Background: an optimization exercise with open tools, aiming at small area. Do not read the settings as production practice.
Only simulation tests tie the RTL to the original design; equivalence was not proved.
The clock input has no modelled driver; a real chip could not lean on it and would need a root buffer or a full tree.
No activity file was given, so power comes from the tool's default toggle rates.

Setup of job 594:
// swqd
module swqd (
    input  wire        clk,
    input  wire        rst,
    input  wire        us_tick,
    input  wire        qd_tick,
    input  wire        dq_in,
    output wire        dq_drive_low,
    input  wire        enc_a,
    input  wire        enc_b,
    input  wire        enc_btn,
    input  wire        enc_sw,
    input  wire        bus_sel,
    input  wire        bus_we,
    input  wire [3:0]  bus_addr,
    input  wire [15:0] bus_wdata,
    output reg  [15:0] bus_rdata
);
==> flow/config.mk <==
export PLATFORM = sky130hd
export DESIGN_NAME = swqd
export DESIGN_NICKNAME = swqd
export VERILOG_FILES = /design/flow/design.v
export SDC_FILE = /design/flow/constraint.sdc
export NUM_CORES = 4
export LEC_CHECK = 0
export CAP_MARGIN = 20
export CORE_MARGIN = 2
export CORE_UTILIZATION = 65
export PLACE_DENSITY = 0.85
export SLEW_MARGIN = 20
==> flow/constraint.sdc <==
create_clock -name core_clock -period 10.0 [get_ports {clk}]
set_input_delay 2.0000 -clock core_clock [delete_from_list [all_inputs] [get_ports {clk}]]
set_output_delay 2.0000 -clock core_clock [all_outputs]
set_load 0.01 [all_outputs]
standard.sh (not shown) runs the stock make flow with config.mk's settings and CLKGATE_MAP_FILE= SYNTH_SCRIPT=/design/flow/synth_recipe.tcl, a recipe that flattens the netlist after the stock synthesis.
==> flow/flow/run.sh <==
#!/bin/bash
# The standard layout (standard.sh) with these changes:
#  - synthesis maps the logic with an area-oriented ABC script
#    (flow/abc_area.script, used in place of ORFS's abc_speed.script);
#  - every port is still buffered, but with buf_1 cells;
#  - the clock port drives four clkbuf_16, each driving a group of flip-flops (the CTS step
#    runs flow/clock_buffers.tcl in place of clock_tree_synthesis, then
#    ORFS's usual legalisation and timing repair).
# Each step's full output goes to a log file in this folder; ORFS's own
# per-step logs are under orfs/logs/.
set -euo pipefail
W=$(pwd)

# A copy of ORFS's scripts with the two changes above.
S="$W/scripts_mod"
rm -rf "$S"
mkdir -p "$S"
cp -r "$FLOW_HOME/scripts/." "$S/"
cp "$W/flow/abc_area.script" "$S/abc_speed.script"
cp "$W/flow/clock_buffers.tcl" "$S/clock_buffers.tcl"
python3 - "$S/cts.tcl" <<'PY'
import sys
p = sys.argv[1]
s = open(p).read()
old = "log_cmd clock_tree_synthesis {*}$cts_args"
assert s.count(old) == 1
s = s.replace(old, "source $::env(SCRIPTS_DIR)/clock_buffers.tcl\nbuild_clock_buffers")
open(p, "w").write(s)
PY

export SCRIPTS_DIR="$S"
export BUFFER_PORTS_ARGS="-buffer_cell sky130_fd_sc_hd__buf_1"
export CLOCK_BUFFERS=4
export CLOCK_BUFFER_CELL=sky130_fd_sc_hd__clkbuf_16
bash "$W/standard.sh" synth > "$W/run_synth.log" 2>&1
bash "$W/standard.sh" > "$W/run_layout.log" 2>&1
==> flow/flow/clock_buffers.tcl <==
# Clock distribution used in place of clock_tree_synthesis: the clock port
# drives CLOCK_BUFFERS buffers (CLOCK_BUFFER_CELL), each placed at the centre
# of the group of flip-flops it drives; the groups come from k-means on the
# flip-flops' placed positions. Every flip-flop sees the same buffer depth
# (one).
proc build_clock_buffers { } {
  set nbuf $::env(CLOCK_BUFFERS)
  set cell $::env(CLOCK_BUFFER_CELL)
  set block [ord::get_db_block]
  set dbu [$block getDbUnitsPerMicron]
  foreach src [get_property [lindex [all_clocks] 0] sources] {
    set net_name [get_full_name $src]
    set xs {}
    set ys {}
    set pins {}
    foreach pin [get_pins -of_objects [get_nets $net_name]] {
      set loc [[[sta::sta_to_db_pin $pin] getInst] getLocation]
      lappend xs [expr {double([lindex $loc 0]) / $dbu}]
      lappend ys [expr {double([lindex $loc 1]) / $dbu}]
      lappend pins $pin
    }
    set n [llength $pins]
    puts "Clock net $net_name: $n sinks, $nbuf buffer(s) of $cell"
    # k-means, seeded with sinks spread along x
    set order [lsort -real -indices $xs]
    set cx {}
    set cy {}
    for {set b 0} {$b < $nbuf} {incr b} {
      set i [lindex $order [expr {(2 * $b + 1) * $n / (2 * $nbuf)}]]
      lappend cx [lindex $xs $i]
      lappend cy [lindex $ys $i]
    }
    for {set iter 0} {$iter < 50} {incr iter} {
      set grp {}
      for {set i 0} {$i < $n} {incr i} {
        set best 0
        set bd 1e30
        for {set b 0} {$b < $nbuf} {incr b} {
          set d [expr {abs([lindex $xs $i] - [lindex $cx $b]) + abs([lindex $ys $i] - [lindex $cy $b])}]
          if { $d < $bd } {
            set bd $d
            set best $b
          }
        }
        lappend grp $best
      }
      set ncx {}
      set ncy {}
      for {set b 0} {$b < $nbuf} {incr b} {
        set sx 0.0
        set sy 0.0
        set k 0
        for {set i 0} {$i < $n} {incr i} {
          if { [lindex $grp $i] == $b } {
            set sx [expr {$sx + [lindex $xs $i]}]
            set sy [expr {$sy + [lindex $ys $i]}]
            incr k
          }
        }
        if { $k > 0 } {
          lappend ncx [expr {$sx / $k}]
          lappend ncy [expr {$sy / $k}]
        } else {
          lappend ncx [lindex $cx $b]
          lappend ncy [lindex $cy $b]
        }
      }
      set cx $ncx
      set cy $ncy
    }
    for {set b 0} {$b < $nbuf} {incr b} {
      set load {}
      for {set i 0} {$i < $n} {incr i} {
        if { [lindex $grp $i] == $b } {
          lappend load [lindex $pins $i]
        }
      }
      if { [llength $load] == 0 } {
        continue
      }
      puts "  buffer $b: [llength $load] sinks at ([lindex $cx $b], [lindex $cy $b])"
      insert_buffer -buffer_cell $cell -net $net_name \
        -load_pins $load -location [list [lindex $cx $b] [lindex $cy $b]] \
        -buffer_name clkbuf_leaf_$b -net_name clknet_leaf_$b
    }
    set left [llength [get_pins -of_objects [get_nets $net_name]]]
    if { $left > $nbuf } {
      error "clock net $net_name still drives $left cell pins"
    }
  }
  set_propagated_clock [all_clocks]
}
Other scripts of this flow, unchanged in this note and not shown: flow/flow/abc_area.script
Job 594 ended with every stage complete and zero timing, DRC or antenna violations.
What job 505 does differently from job 594 at the input level:
diff --git a/flow/flow/run.sh b/flow/flow/run.sh
--- a/flow/flow/run.sh
+++ b/flow/flow/run.sh
@@ -5,5 +5,7 @@
 #  - every port is still buffered, but with buf_1 cells;
-#  - the clock port drives four clkbuf_16, each driving a group of flip-flops (the CTS step
-#    runs flow/clock_buffers.tcl in place of clock_tree_synthesis, then
-#    ORFS's usual legalisation and timing repair).
+#  - the clock port drives a few clock buffers, each driving a group of
+#    flip-flops (the CTS step runs flow/clock_buffers.tcl in place of
+#    clock_tree_synthesis, then ORFS's usual legalisation and timing repair).
+#    The smallest choice whose worst flip-flop clock slew, estimated on the
+#    placed design, stays under 100 ps is used (flow/clock_eval.tcl).
 # Each step's full output goes to a log file in this folder; ORFS's own
@@ -13,3 +15,3 @@
 
-# A copy of ORFS's scripts with the two changes above.
+# A copy of ORFS's scripts with the changes above.
 S="$W/scripts_mod"
@@ -32,5 +34,27 @@
 export BUFFER_PORTS_ARGS="-buffer_cell sky130_fd_sc_hd__buf_1"
+bash "$W/standard.sh" synth > "$W/run_synth.log" 2>&1
+bash "$W/standard.sh" place > "$W/run_place.log" 2>&1
+
+# Pick the clock buffers, smallest total area first.
+R="$W/orfs/results/$FLOW_PLATFORM/swqd/base"
+export LIB_FILE="$FLOW_HOME/platforms/$FLOW_PLATFORM/lib/sky130_fd_sc_hd__tt_025C_1v80.lib"
+export SETRC_FILE="$FLOW_HOME/platforms/$FLOW_PLATFORM/setRC.tcl"
+export PLACE_ODB="$R/3_place.odb" PLACE_SDC="$R/3_place.sdc" FLOW_DIR="$W/flow"
 export CLOCK_BUFFERS=4
 export CLOCK_BUFFER_CELL=sky130_fd_sc_hd__clkbuf_16
-bash "$W/standard.sh" synth > "$W/run_synth.log" 2>&1
+: > "$W/run_clock_eval.log"
+for choice in "1 sky130_fd_sc_hd__clkbuf_16" "2 sky130_fd_sc_hd__clkbuf_8" \
+              "3 sky130_fd_sc_hd__clkbuf_8" "2 sky130_fd_sc_hd__clkbuf_16" \
+              "4 sky130_fd_sc_hd__clkbuf_8" "3 sky130_fd_sc_hd__clkbuf_16"; do
+  set -- $choice
+  slew=$(CLOCK_BUFFERS=$1 CLOCK_BUFFER_CELL=$2 openroad -no_init -exit "$W/flow/clock_eval.tcl" 2>&1 \
+         | tee -a "$W/run_clock_eval.log" | awk '/^CLOCK_EVAL/ {print $5}' || true)
+  if [[ -n "$slew" ]] && awk -v s="$slew" 'BEGIN {exit !(s < 0.100)}'; then
+    CLOCK_BUFFERS=$1
+    CLOCK_BUFFER_CELL=$2
+    break
+  fi
+done
+echo "clock buffers: $CLOCK_BUFFERS x $CLOCK_BUFFER_CELL" | tee -a "$W/run_clock_eval.log"
+
 bash "$W/standard.sh" > "$W/run_layout.log" 2>&1
==> flow/flow/clock_eval.tcl (new file) <==
# Trial of one clock buffer choice (CLOCK_BUFFERS x CLOCK_BUFFER_CELL) on the
# placed design: prints the largest flip-flop clock-pin slew it would give,
# with placement parasitics. Nothing is written back.
read_liberty $::env(LIB_FILE)
read_db $::env(PLACE_ODB)
read_sdc $::env(PLACE_SDC)
source $::env(SETRC_FILE)
source $::env(FLOW_DIR)/clock_buffers.tcl
build_clock_buffers
detailed_placement
estimate_parasitics -placement
set worst 0.0
foreach pin [get_pins -hierarchical */CLK] {
  set s [get_property $pin slew_max]
  if { $s > $worst } {
    set worst $s
  }
}
puts "CLOCK_EVAL $::env(CLOCK_BUFFERS) $::env(CLOCK_BUFFER_CELL) slew_ns $worst"
Findings:
[compare] base=job 594 new=job 505: critical path buffer and inverter count did not really move; pre-CTS worst setup slack roughly the same; count of inserted tapcells about even; simple logic cell fraction of the synthesized area flat.
Input-level comparison between job 6228 and job 505:
# job 505
export LEC_CHECK = 0
export CAP_MARGIN = 20
export CORE_MARGIN = 2
export CORE_UTILIZATION = 65
export PLACE_DENSITY = 0.85
export SLEW_MARGIN = 20
create_clock -name core_clock -period 10.0 [get_ports {clk}]
# job 6228
export LEC_CHECK = 0
export CAP_MARGIN = 20
export CORE_MARGIN = 2
export CORE_UTILIZATION = 65
export GPL_TIMING_DRIVEN = 0
export PLACE_DENSITY = 0.85
export SLEW_MARGIN = 20
create_clock -name core_clock -period 10.0 [get_ports {clk}]
==> comparison <==
Diff job 6228..job 505 | final routed wirelength across all metal layers | negligible
Diff job 505 -> job 6228: overall track demand over capacity in global routing rose 0.95 points; period utilization fell 1.8 points; clock network fraction of total power fell 0.2 points; fraction of area in registers fell 0.26 points.
Relative to job 505, the maximum VDD drop of job 6228 is higher by 22%.
Compared to job 505, job 6228 shows a wider setup margin.
The fmax number comes out higher for job 6228 vs job 505.
Per the comparison of job 6228 with job 505, number of standard cells in the final layout excluding fillers went down; final design utilization went up by 0.40 points.
No run of this note takes its clock network from TritonCTS; it comes from the design's own scripts or RTL.

-- static timing again, ports no longer ideal --
No port has a modelled driver above. Below, the same layouts with a new extraction and two added sets of constraints. Step 1 sets driving cells, clkbuf_16 on the clock port and buf_2 on the other inputs (assumed; they add their load-dependent delay and slew). Step 2, shift: input delay + t, output delay - t, t = (earliest + latest rising clock arrival at the registers) / 2. This alone moves slack from input paths to output paths. Three values: ideal, step 1, step 2; two values: the first two.
| run | t (ns) | setup slack, ns | hold WS [ns] | worst setup path at the end |
|---|---|---|---|---|
| job 594 | 0.222 | 3.315 / 3.295 / 3.295 | 0.329 / 0.329 / 0.329 | input to output |
| job 505 | 0.222 | 3.315 / 3.295 / 3.295 | 0.329 / 0.329 / 0.329 | input to output |
| job 6228 | 0.222 | 3.500 / 3.480 / 3.480 | 0.336 / 0.336 / 0.336 | input to output |
After both steps setup and hold are still met in every run listed.
